Background: an optimization exercise with open tools, aiming at small area, a short achievable clock period and few clock cycles per item. Do not read the settings as production practice.
Only the layout flow was run in this run; the RTL was not checked for function there.

==> design/flow/design.v <==
module wsr_clz #(parameter W = 28, parameter OW = 6) (
    input  wire [W-1:0]  x,
    output reg  [OW-1:0] n
);
    integer k;
    always @* begin
        n = W[OW-1:0];
        for (k = 0; k < W; k = k + 1)
            if (x[k]) n = (W - 1 - k);
    end
endmodule
module wsr_ramp_acc (
    input  wire        clk,
    input  wire        load,       
    input  wire        d_sign,
    input  wire [7:0]  d_exp,
    input  wire [23:0] d_sig,
    input  wire        d_nan,
    input  wire        d_inf,
    input  wire        step,       
    output reg  [31:0] prod
);
    reg  [39:0] acc, add;
    reg  [8:0]  e;
    reg         first, sg, fnan, finf;
    wire [40:0] s = {1'b0, acc} + {1'b0, add};
    always @(posedge clk) begin
        if (load) begin
            acc   <= {d_sig, 16'd0};
            add   <= {d_sig, 16'd0};
            e     <= (d_exp == 8'd0) ? 9'd1 : {1'b0, d_exp};
            first <= 1'b1;
            sg    <= d_sign;
            fnan  <= d_nan;
            finf  <= d_inf;
        end else if (step) begin
            first <= 1'b0;
            if (!first) begin
                if (s[40]) begin
                    acc <= s[40:1];
                    add <= {1'b0, add[39:1]};
                    e   <= e + 9'd1;
                end else begin
                    acc <= s[39:0];
                end
            end
        end
    end
    wire        inc = acc[15] & (acc[16] | (|acc[14:0]));
    wire [31:0] pk  = {e - 9'd1, 23'd0} + {8'd0, acc[39:16]} + {31'd0, inc};
    wire        ovf = (pk[31:23] >= 9'd255);
    always @* begin
        if (fnan || (first && finf))
            prod = 32'h7FC00000;
        else if (finf)
            prod = {sg, 8'hFF, 23'd0};
        else if (first)
            prod = {sg, 31'd0};
        else if (ovf)
            prod = {sg, 8'hFF, 23'd0};
        else
            prod = {sg, pk[30:0]};
    end
endmodule
module wsr_fp_add_s1 (
    input  wire [31:0] a,
    input  wire [31:0] b,
    output wire [27:0] sum,
    output wire [7:0]  e_big,
    output wire        sign,
    output wire        zsign,
    output wire        nan,
    output wire        inf
);
    wire        a_nan = (a[30:23] == 8'hFF) && (a[22:0] != 0);
    wire        b_nan = (b[30:23] == 8'hFF) && (b[22:0] != 0);
    wire        a_inf = (a[30:23] == 8'hFF) && (a[22:0] == 0);
    wire        b_inf = (b[30:23] == 8'hFF) && (b[22:0] == 0);
    wire        swap    = (a[30:0] < b[30:0]);
    wire [31:0] larger  = swap ? b : a;
    wire [31:0] lesser  = swap ? a : b;
    wire [7:0]  e_small = (lesser[30:23] == 0) ? 8'd1 : lesser[30:23];
    wire [23:0] s_big   = {larger[30:23] != 0, larger[22:0]};
    wire [23:0] s_small = {lesser[30:23] != 0, lesser[22:0]};
    wire        sub     = larger[31] ^ lesser[31];
    assign e_big = (larger[30:23] == 0) ? 8'd1 : larger[30:23];
    wire [7:0]  d    = e_big - e_small;
    wire [4:0]  dsh  = (d > 8'd27) ? 5'd27 : d[4:0];
    wire [50:0] al   = {s_small, 27'd0} >> dsh;
    wire [26:0] s_al = {al[50:25], |al[24:0]};
    wire [26:0] s_bg = {s_big, 3'b000};
    assign sum   = sub ? ({1'b0, s_bg} - {1'b0, s_al})
                       : ({1'b0, s_bg} + {1'b0, s_al});
    assign sign  = larger[31];
    assign zsign = larger[31] & ~sub;
    assign nan   = a_nan || b_nan || (a_inf && b_inf && (a[31] != b[31]));
    assign inf   = a_inf || b_inf;
endmodule
module wsr_fp_add_s2 (
    input  wire [27:0]       sum,
    input  wire [7:0]        e_big,
    input  wire              sign,
    input  wire              zsign,
    input  wire              nan,
    input  wire              inf,
    output wire              y_sign,
    output wire signed [9:0] y_exp,
    output wire [23:0]       y_sig,
    output wire              y_nan,
    output wire              y_inf,
    output wire              y_zero
);
    wire [4:0]  lz;
    wsr_clz #(.W(28), .OW(5)) u_clz (.x(sum), .n(lz));
    wire [27:0] sn  = sum << lz;
    wire signed [9:0] ex = $signed({2'b0, e_big}) + 10'sd1 - $signed({5'b0, lz});
    wire        inc = sn[3] & ((|sn[2:0]) | sn[4]);
    wire [24:0] m25 = {1'b0, sn[27:4]} + {24'd0, inc};
    wire signed [9:0] ex_r = m25[24] ? ex + 10'sd1 : ex;
    wire        ovf = (ex_r > 10'sd254);
    wire        zero = (sum == 28'd0);
    assign y_nan  = nan;
    assign y_inf  = !nan && (inf || (!zero && ovf));
    assign y_zero = !nan && !inf && zero;
    assign y_sign = zero ? zsign : sign;
    assign y_exp  = ex_r;
    assign y_sig  = m25[24] ? 24'h800000 : m25[23:0];
endmodule
module wsr_fp_mul_s1 (
    input  wire [31:0]        x,
    input  wire               g_sign,
    input  wire signed [9:0]  g_exp,
    input  wire [23:0]        g_sig,
    input  wire               g_nan,
    input  wire               g_inf,
    input  wire               g_zero,
    output wire [47:0]        prod,
    output wire signed [10:0] e47,
    output wire               sign,
    output wire [1:0]         kind      
);
    wire        x_nan  = (x[30:23] == 8'hFF) && (x[22:0] != 0);
    wire        x_inf  = (x[30:23] == 8'hFF) && (x[22:0] == 0);
    wire        x_zero = (x[30:0] == 0);
    wire [23:0] sx = {x[30:23] != 0, x[22:0]};
    wire [4:0]  lz;
    wsr_clz #(.W(24), .OW(5)) u_clz (.x(sx), .n(lz));
    wire [23:0] nx = sx << lz;
    wire signed [10:0] ex = ((x[30:23] == 0) ? 11'sd1 : $signed({3'b0, x[30:23]}))
                          - $signed({6'b0, lz});
    assign prod = nx * g_sig;
    assign e47  = ex + $signed({g_exp[9], g_exp}) - 11'sd126;
    assign sign = x[31] ^ g_sign;
    wire nan = x_nan || g_nan || (x_inf && g_zero) || (g_inf && x_zero);
    wire inf = x_inf || g_inf;
    wire zer = x_zero || g_zero;
    assign kind = nan ? 2'd3 : inf ? 2'd2 : zer ? 2'd1 : 2'd0;
endmodule
module wsr_fp_mul_s2 (
    input  wire [47:0]        prod,
    input  wire signed [10:0] e47,
    input  wire               sign,
    input  wire [1:0]         kind,
    output reg  [31:0]        y
);
    wire [47:0] top = prod[47] ? prod : {prod[46:0], 1'b0};
    wire signed [10:0] e = prod[47] ? e47 : e47 - 11'sd1;
    wire [25:0] xm   = {top[47:23], |top[22:0]};    
    wire        subn = (e < 11'sd1);
    wire signed [11:0] rs = 12'sd1 - $signed({e[10], e});
    wire [4:0]  r    = !subn ? 5'd0 : (rs > 12'sd26) ? 5'd26 : rs[4:0];
    wire [51:0] sh   = {xm, 26'd0} >> r;
    wire [23:0] m    = sh[51:28];
    wire        g    = sh[27];
    wire        st   = |sh[26:0];
    wire        inc  = g & (st | m[0]);
    wire [8:0]  ef   = subn ? 9'd0 : e[8:0] - 9'd1;
    wire [31:0] pk   = {ef, 23'd0} + {8'd0, m} + {31'd0, inc};
    wire        ovf  = (!subn && (e > 11'sd254)) || (pk[31:23] >= 9'd255);
    always @* begin
        case (kind)
            2'd3:    y = 32'h7FC00000;
            2'd2:    y = {sign, 8'hFF, 23'd0};
            2'd1:    y = {sign, 31'd0};
            default: y = ovf ? {sign, 8'hFF, 23'd0} : {sign, pk[30:0]};
        endcase
    end
endmodule
module wsr_fp_div (
    input  wire              clk,
    input  wire              rst,
    input  wire              load_n,     
    input  wire [15:0]       n,
    input  wire              start,      
    input  wire              a_sign,
    input  wire signed [9:0] a_exp,
    input  wire [23:0]       a_sig,
    input  wire              a_nan,
    input  wire              a_inf,
    input  wire              a_zero,
    output wire              ready,
    output wire              d_sign,
    output wire [7:0]        d_exp,
    output wire [23:0]       d_sig,
    output wire              d_nan,
    output wire              d_inf
);
    localparam S_IDLE = 2'd0, S_DIV = 2'd1, S_DEN = 2'd2, S_DONE = 2'd3;
    reg  [1:0]  state;
    reg  [15:0] mb;
    reg  [3:0]  sn;
    reg  [24:0] rem;
    reg  [25:0] q;
    reg  [4:0]  cnt;
    reg signed [10:0] ex;
    reg         sg, fnan, finf, fzero;
    wire [16:0] dif = rem[24:8] - {1'b0, mb};
    wire        qb  = !dif[16];
    always @(posedge clk) begin
        if (rst) begin
            state <= S_IDLE;
        end else begin
            if (load_n) begin
                mb <= n;
                sn <= 4'd0;
            end else if (!mb[15]) begin
                mb <= {mb[14:0], 1'b0};
                sn <= sn + 4'd1;
            end
            case (state)
                S_IDLE: if (start) begin
                    rem   <= {1'b0, a_sig};
                    q     <= 26'd0;
                    cnt   <= 5'd0;
                    ex    <= $signed({a_exp[9], a_exp}) - 11'sd15;
                    sg    <= a_sign;
                    fnan  <= a_nan;
                    finf  <= a_inf;
                    fzero <= a_zero;
                    state <= (a_nan || a_inf || a_zero) ? S_DONE : S_DIV;
                end
                S_DIV: if (mb[15]) begin
                    rem <= {(qb ? dif[15:0] : rem[23:8]), rem[7:0], 1'b0};
                    q   <= {q[24:0], qb};
                    cnt <= cnt + 5'd1;
                    if (cnt >= 5'd25 && (cnt == 5'd26 || q[24])) begin
                        ex    <= ex + $signed({7'b0, sn}) - ((cnt == 5'd26) ? 11'sd1 : 11'sd0);
                        state <= S_DEN;
                    end
                end
                S_DEN: begin
                    if (ex < 11'sd1) begin
                        q   <= {1'b0, q[25:2], q[1] | q[0] | (rem != 0)};
                        rem <= 25'd0;
                        ex  <= ex + 11'sd1;
                    end else begin
                        q[0]  <= q[0] | (rem != 0);
                        rem   <= 25'd0;
                        state <= S_DONE;
                    end
                end
                default: if (load_n) state <= S_IDLE;
            endcase
        end
    end
    wire        inc = q[1] & (q[0] | q[2]);
    wire [30:0] pk  = {ex[7:0] - 8'd1, 23'd0} + {7'd0, q[25:2]} + {30'd0, inc};
    assign ready  = (state == S_DONE);
    assign d_sign = sg;
    assign d_nan  = fnan;
    assign d_inf  = finf;
    assign d_exp  = fzero ? 8'd0 : pk[30:23];
    assign d_sig  = fzero ? 24'd0 : {pk[30:23] != 0, pk[22:0]};
endmodule
module wsr_ramp_scaler (
    input  wire        clk,
    input  wire        rst,
    input  wire        cmd_valid,
    output wire        cmd_ready,
    input  wire [31:0] cmd_gs,
    input  wire [31:0] cmd_ge,
    input  wire [15:0] cmd_n,
    input  wire [7:0]  cmd_c,
    input  wire        in_valid,
    output wire        in_ready,
    input  wire [31:0] in_data,
    output reg         out_valid,
    input  wire        out_ready,
    output reg  [31:0] out_data,
    output reg         out_last
);
    reg         p_valid, p_subbed, p_loaded;
    reg  [31:0] p_gs, p_ge;
    reg  [15:0] p_n;
    reg  [7:0]  p_c;
    assign cmd_ready = !p_valid;
    reg         a1_valid, a1_sub, a1_first, a1_lastf;
    reg  [27:0] a1_sum;
    reg  [7:0]  a1_ebig;
    reg         a1_sign, a1_zsign, a1_nan, a1_inf;
    reg         g_valid, g_first, g_lastf;
    reg         g_sign, g_nan, g_inf, g_zero;
    reg  signed [9:0] g_exp;
    reg  [23:0] g_sig;
    reg         r_active, r_first;
    reg  [15:0] r_cnt;           
    reg  [31:0] gs_cur;
    reg         s0_valid;
    reg  [31:0] s0_data;
    reg  [7:0]  chan, cm1;
    reg         s1_valid, s1_last, s1_sign;
    reg  [47:0] s1_prod;
    reg  signed [10:0] s1_e47;
    reg  [1:0]  s1_kind;
    reg         ob_valid, ob_last;
    reg  [31:0] ob_data;
    wire        go = !ob_valid;
    wire        s0_dep    = s0_valid && go && g_valid;
    wire        last_chan = (chan == cm1);
    wire        consume   = s0_dep && last_chan;
    assign in_ready = !s0_valid || (go && g_valid);
    wire        g_free    = !g_valid || consume;
    wire        a1_move   = a1_valid && (a1_sub || g_free);
    wire        a1_accept = !a1_valid || a1_move;
    wire        inject    = p_valid && !p_subbed && a1_accept;
    wire        r_issue   = r_active && a1_accept && !inject;
    wire        r_last    = (r_cnt == 16'd0);
    wire        div_ready, d_sign, d_nan, d_inf;
    wire [7:0]  d_exp;
    wire [23:0] d_sig;
    wire        y_sign, y_nan, y_inf, y_zero;
    wire signed [9:0] y_exp;
    wire [23:0] y_sig;
    wsr_fp_div u_div (
        .clk(clk), .rst(rst), .load_n(!p_valid), .n(cmd_n),
        .start(a1_valid && a1_sub),
        .a_sign(y_sign), .a_exp(y_exp), .a_sig(y_sig),
        .a_nan(y_nan), .a_inf(y_inf), .a_zero(y_zero),
        .ready(div_ready), .d_sign(d_sign), .d_exp(d_exp), .d_sig(d_sig),
        .d_nan(d_nan), .d_inf(d_inf));
    wire        r_load = p_valid && div_ready && !p_loaded && (!r_active || (r_issue && r_last));
    wire [31:0] r_prod;
    wsr_ramp_acc u_acc (
        .clk(clk), .load(r_load),
        .d_sign(d_sign), .d_exp(d_exp), .d_sig(d_sig), .d_nan(d_nan), .d_inf(d_inf),
        .step(r_issue), .prod(r_prod));
    wire [31:0] add_a = inject ? p_ge : gs_cur;
    wire [31:0] add_b = inject ? {~p_gs[31], p_gs[30:0]} : r_prod;
    wire [27:0] h_sum;
    wire [7:0]  h_ebig;
    wire        h_sign, h_zsign, h_nan, h_inf;
    wsr_fp_add_s1 u_add1 (.a(add_a), .b(add_b), .sum(h_sum), .e_big(h_ebig),
                          .sign(h_sign), .zsign(h_zsign), .nan(h_nan), .inf(h_inf));
    wsr_fp_add_s2 u_add2 (.sum(a1_sum), .e_big(a1_ebig), .sign(a1_sign), .zsign(a1_zsign),
                          .nan(a1_nan), .inf(a1_inf),
                          .y_sign(y_sign), .y_exp(y_exp), .y_sig(y_sig),
                          .y_nan(y_nan), .y_inf(y_inf), .y_zero(y_zero));
    wire [47:0] m_prod;
    wire signed [10:0] m_e47;
    wire        m_sign;
    wire [1:0]  m_kind;
    wsr_fp_mul_s1 u_mul1 (.x(s0_data), .g_sign(g_sign), .g_exp(g_exp), .g_sig(g_sig),
                          .g_nan(g_nan), .g_inf(g_inf), .g_zero(g_zero),
                          .prod(m_prod), .e47(m_e47), .sign(m_sign), .kind(m_kind));
    wire [31:0] m_y;
    wsr_fp_mul_s2 u_mul2 (.prod(s1_prod), .e47(s1_e47), .sign(s1_sign), .kind(s1_kind), .y(m_y));
    wire        s1_out = go && s1_valid;
    wire        out_free = !out_valid || out_ready;
    always @(posedge clk) begin
        if (!p_valid) begin
            p_gs <= cmd_gs;
            p_ge <= cmd_ge;
            p_n  <= cmd_n;
            p_c  <= cmd_c;
        end
        if (a1_accept) begin
            a1_sub   <= inject;
            a1_first <= r_first;
            a1_lastf <= r_last;
            a1_sum   <= h_sum;
            a1_ebig  <= h_ebig;
            a1_sign  <= h_sign;
            a1_zsign <= h_zsign;
            a1_nan   <= h_nan;
            a1_inf   <= h_inf;
        end
        if (a1_valid && !a1_sub && g_free) begin
            g_first <= a1_first;
            g_lastf <= a1_lastf;
            g_sign  <= y_sign;
            g_exp   <= y_exp;
            g_sig   <= y_sig;
            g_nan   <= y_nan;
            g_inf   <= y_inf;
            g_zero  <= y_zero;
            if (a1_first)
                cm1 <= p_c - 8'd1;
        end
        if (r_load) begin
            gs_cur <= p_gs;
            r_cnt  <= p_n - 16'd1;
        end else if (r_issue) begin
            r_cnt  <= r_cnt - 16'd1;
        end
        if (in_ready)
            s0_data <= in_data;
        if (go) begin
            s1_prod <= m_prod;
            s1_e47  <= m_e47;
            s1_sign <= m_sign;
            s1_kind <= m_kind;
            s1_last <= last_chan && g_lastf;
        end
        if (!ob_valid) begin
            ob_data <= m_y;
            ob_last <= s1_last;
        end
        if (out_free) begin
            out_data <= ob_valid ? ob_data : m_y;
            out_last <= ob_valid ? ob_last : s1_last;
        end
        if (rst) begin
            p_valid   <= 1'b0;
            p_subbed  <= 1'b0;
            p_loaded  <= 1'b0;
            a1_valid  <= 1'b0;
            g_valid   <= 1'b0;
            r_active  <= 1'b0;
            r_first   <= 1'b0;
            s0_valid  <= 1'b0;
            s1_valid  <= 1'b0;
            ob_valid  <= 1'b0;
            out_valid <= 1'b0;
            chan      <= 8'd0;
        end else begin
            if (!p_valid) begin
                p_valid  <= cmd_valid && (cmd_n != 16'd0);
                p_subbed <= 1'b0;
                p_loaded <= 1'b0;
            end else begin
                if (inject)
                    p_subbed <= 1'b1;
                if (r_load)
                    p_loaded <= 1'b1;
                if (a1_valid && !a1_sub && g_free && a1_first)
                    p_valid <= 1'b0;
            end
            if (r_load) begin
                r_active <= 1'b1;
                r_first  <= 1'b1;
            end else if (r_issue) begin
                r_first <= 1'b0;
                if (r_last)
                    r_active <= 1'b0;
            end
            if (a1_accept)
                a1_valid <= inject || r_issue;
            if (a1_valid && !a1_sub && g_free)
                g_valid <= 1'b1;
            else if (consume)
                g_valid <= 1'b0;
            if (in_ready)
                s0_valid <= in_valid;
            else if (s0_dep)
                s0_valid <= 1'b0;
            if (s0_dep)
                chan <= last_chan ? 8'd0 : chan + 8'd1;
            if (go)
                s1_valid <= s0_dep;
            if (ob_valid) begin
                if (out_free) begin
                    ob_valid  <= 1'b0;
                    out_valid <= 1'b1;
                end
            end else if (s1_out) begin
                if (out_free)
                    out_valid <= 1'b1;
                else
                    ob_valid  <= 1'b1;
            end else if (out_ready) begin
                out_valid <= 1'b0;
            end
        end
    end
endmodule
==> design/flow/run.sh <==
#!/bin/bash
# synth_recipe.tcl (not shown) runs the flow's synth.tcl, then flattens the netlist and writes it again
# the make line also repeats each setting of config.mk as NAME=value (left out here)
make -C /OpenROAD-flow-scripts/flow DESIGN_CONFIG=/design/flow/config.mk WORK_HOME=/design/flow/orfs CLKGATE_MAP_FILE= SYNTH_SCRIPT=/design/flow/synth_recipe.tcl finish
==> design/flow/config.mk <==
export PLATFORM = sky130hd
export DESIGN_NAME = wsr_ramp_scaler
export DESIGN_NICKNAME = wsr_ramp_scaler
export VERILOG_FILES = /design/flow/design.v
export SDC_FILE = /design/flow/constraint.sdc
export NUM_CORES = 4
export LEC_CHECK = 0
export CAP_MARGIN = 20
export CORE_MARGIN = 2
export CORE_UTILIZATION = 40
export SLEW_MARGIN = 20
==> design/flow/constraint.sdc <==
create_clock -name core_clock -period 36.0 [get_ports {clk}]
set_input_delay 7.2000 -clock core_clock [delete_from_list [all_inputs] [get_ports {clk}]]
set_output_delay 7.2000 -clock core_clock [all_outputs]
set_load 0.01 [all_outputs]
==> key figures <==
GRT
  • GRT busiest layer: met2
  • Routing usage on met2: 41.8%
  • Met1 Use GR: 32.9%
  • Vias in the first global route: 50100
  • Total gr overflow: 0
  • Global-route wire length before repair: 306000 um
  • Largest net degree at the start of global routing: 71
  • Antenna violations before repair: 4
  • Gr usage total: 25.1%
  • Met3 usage: 3.68%

Route
  • Drt drc: 0
  • DRT iter0 DRCs: 3693
  • Total wire length: 200000 um
  • WL per Instance: 22.6 um
  • Via count: 50700
  • Post-route ant nets: 0
  • Vias per Instance: 5.73
  • Initial DRT Pass Iterations: 6

Timing
  • Fin. Hold Viols: 0
  • Setup-failing EPs final: 0
  • Hold WS: 0.416 ns
  • Max-slew violation count: 0
  • Final Skew: 0.0496 ns
  • Post-route setup TNS: 0 ns
  • RSZ-0062 raised after global routing: false
  • Max Freq: 0.0594 GHz
  • Min Tclk post-route: 16.84 ns
  • Tcrit/Tclk final: 46.8%
  • Rel. slew slack: 22.0%
  • Tightest Pin Transition: 1.17 ns

Die
  • Die outline area: 157000 um^2
  • Core area: 152000 um^2
  • Die width: 396 um
  • Ports: 161
  • Row count: 143
  • Chip height: 396 um
  • Initial Util: 40.3%

Worst hold path
  • Tightest Hold Check Type: reg2reg

Worst setup path
  • Crit path kind: reg2reg
  • Worst Path Arrival: 17.24 ns
  • Worst EP required: 36.40 ns
  • Critical path's slowest cell: nor3_4
  • Max incr delay on CP: 0.91 ns
  • Worst Setup Start Kind: flop
  • Most used cell, CP: a21oi_1
  • Crit Path Max Fanout: 66
  • Worst setup EP type: flop

Logic synthesis
  • Post-Syn Area: 61400 um^2
  • Sequential area share after synthesis: 27.5%
  • #FFs+latches synth: 592
  • Async SR Flop Fraction: 0%
  • Top-area cell type share of the netlist area: 24.7%
  • Top_reg_cell synth: edfxtp_1
  • Synth area leader: edfxtp_1
  • Syn nets: 7731
  • Mean post-synth cell area: 9.14 um^2
  • Top area cells in the synthesized netlist: edfxtp_1 (25%), fa_1 (16%), ha_1 (8.0%)
  • Post-Synthesis Cells: 6718
  • Post-synthesis cell type count: 117
  • Yosys warning count: 6
  • Post-synth EDFFs: 505

Finish
  • Nets: 7770
  • Most common cell after layout, fill and taps aside: nand2_1
  • Share of cells above drive strength 1: 5.97%
  • Fillers: 14600
  • Most frequent cells in the layout: nand2_1 (799), inv_1 (745), edfxtp_1 (505)
  • Synthesis-to-finish area growth: 10.3%

Placement
  • Placer Congestion: 0.964
  • Placed wire-length estimate: 151000 um
  • Port Buf Inserts: 160

Outcome
  • Status: timing/DRC/antenna clean

Clock tree
  • H-tree levels: 3
  • CTS Buf Count: 70
  • PostCTS Resize Cnt: 0
  • Setup bufs post-CTS: 0
  • Clock Latency Late Sink: 0.69 ns
  • CTS clk-pin slew, worst paths: 0.06 ns
  • CTS tree: done
  • Hold-fix buffers at CTS: 0
  • Clk root buf: clkbuf_16
  • Longest Clk Path Bufs: 3
  • Clk sink count: 592

Job
  • Max-cap violations: 0
sequential cells by signal, indices dropped and copies added (netlist names), 28 cells and up:
signal and count:
a1_sum 28, gs_cur 32, ob_data 32, out_data 32
p_ge 32, p_gs 32, s0_data 32, s1_prod 48
u_acc.acc 40, u_acc.add 40
logic make-up after synthesis:
family                     count (synthesis)  share of synthesized area (%)
and+or+nand+nor                         2175                           17.0
AOI/OAI and AO/OA                       1361                           15.0
buffers and inverters                   1086                           6.78
adders and majority gates                889                           24.1
DFF                                      592                           27.5
xor gates and xnor gates                 353                           5.04
muxes                                    262                           4.55
critical path: cells and delay by family, from the launching register on:
kind	cells	cell delay, ns
buffers and inverters	5	1.34
AO/OA/AOI/OAI	36	8.01
multiplexers	1	0.13
AND/OR/NAND/NOR	15	4.56
flip-flops	1	0.47
adder cells (fa/ha/maj)	6	2.02
per-layer routing:
layer,share of wire (%),up-vias
met3,6.2,432
met2,47,1879
li1,-,23400
met1,43,24900
met4,4.3,4
met5,0.013,-
metrics by stage:
step	util (%)	worst slack (ns)	std cells	cell area [um^2]
4_1_cts	44.5	19.49	8845	67800
3_5_place_dp	43.0	19.59	8715	65500
5_1_grt	44.5	17.98	8845	67800
3_3_place_gp	43.0	19.66	8714	65500
6_report	44.5	19.16	8846	67800
2_1_floorplan	-	19.64	6718	61400
synth_stat cells, drive strengths merged (24+ instances only):
master and n:
nand2b 45, o211ai 84, a221oi 26, fa 494
a21oi 343, nand3 181, nor2b 30, and2 222
a31oi 55, nand2 803, mux2i 221, o22ai 73
o21bai 58, nor3 118, o31ai 31, a211oi 44
o21a 27, buf 57, a21boi 28, nor2 429
o21ai 231, or2 24, a21o 79, xor2 139
edfxtp 505, xnor2 214, mux2 30, or3 41
nand4 61, o2bb2ai 27, and3 87, a22o 65
ha 394, inv 752, clkbuf 270, nor4 66
dfxtp 87
path summary, 6_finish.rpt:
check	from	slack, ns	to	cells after the start
min	u_div.finf$_DFFE_PP_	0.42	u_acc.finf$_DFFE_PP_	0
min reg2reg	u_div.finf$_DFFE_PP_	0.42	u_acc.finf$_DFFE_PP_	0
max	u_acc.e[0]$_DFFE_PP_	19.16	a1_sum[27]$_DFFE_PN_	63
max reg2reg	u_acc.e[0]$_DFFE_PP_	19.16	a1_sum[27]$_DFFE_PN_	63
final cells by class:
class	count	area, um^2	area share [%]
inverters	759	2850	4.21
diodes	1	2.50	0.00369
well taps	2030	2540	3.75
flip-flops and latches	592	16900	24.9
multi-input cells	5040	40600	59.8
clock inverters	47	447	0.659
repair buffers	294	2620	3.86
clock buffers	83	1850	2.73

[port drivers added, routing unchanged]
How much do the figures lean on ideal ports? The routed layout below was timed once more, with nothing changed but the port constraints.
Step 1 sets driving cells, clkbuf_16 on the clock port and buf_2 on the other inputs (assumed; they add their load-dependent delay and slew).
Step 2, shift: input delay + t, output delay - t, t = (earliest + latest rising clock arrival at the registers) / 2. This alone moves slack from input paths to output paths.
Slacks: ideal / step 1 / step 2; pairs: ideal / step 1.
t (ns): 0.742
slack for setup (ns): 19.156 / 19.156 / 19.156
clock arrival spread, ns: 0.049 / 0.049
pins driven straight from the clock port: 1
After both steps setup and hold are still met in this run. The setup slack of this run moves by 0.000 ns with the drivers and by 0.000 ns with both steps.
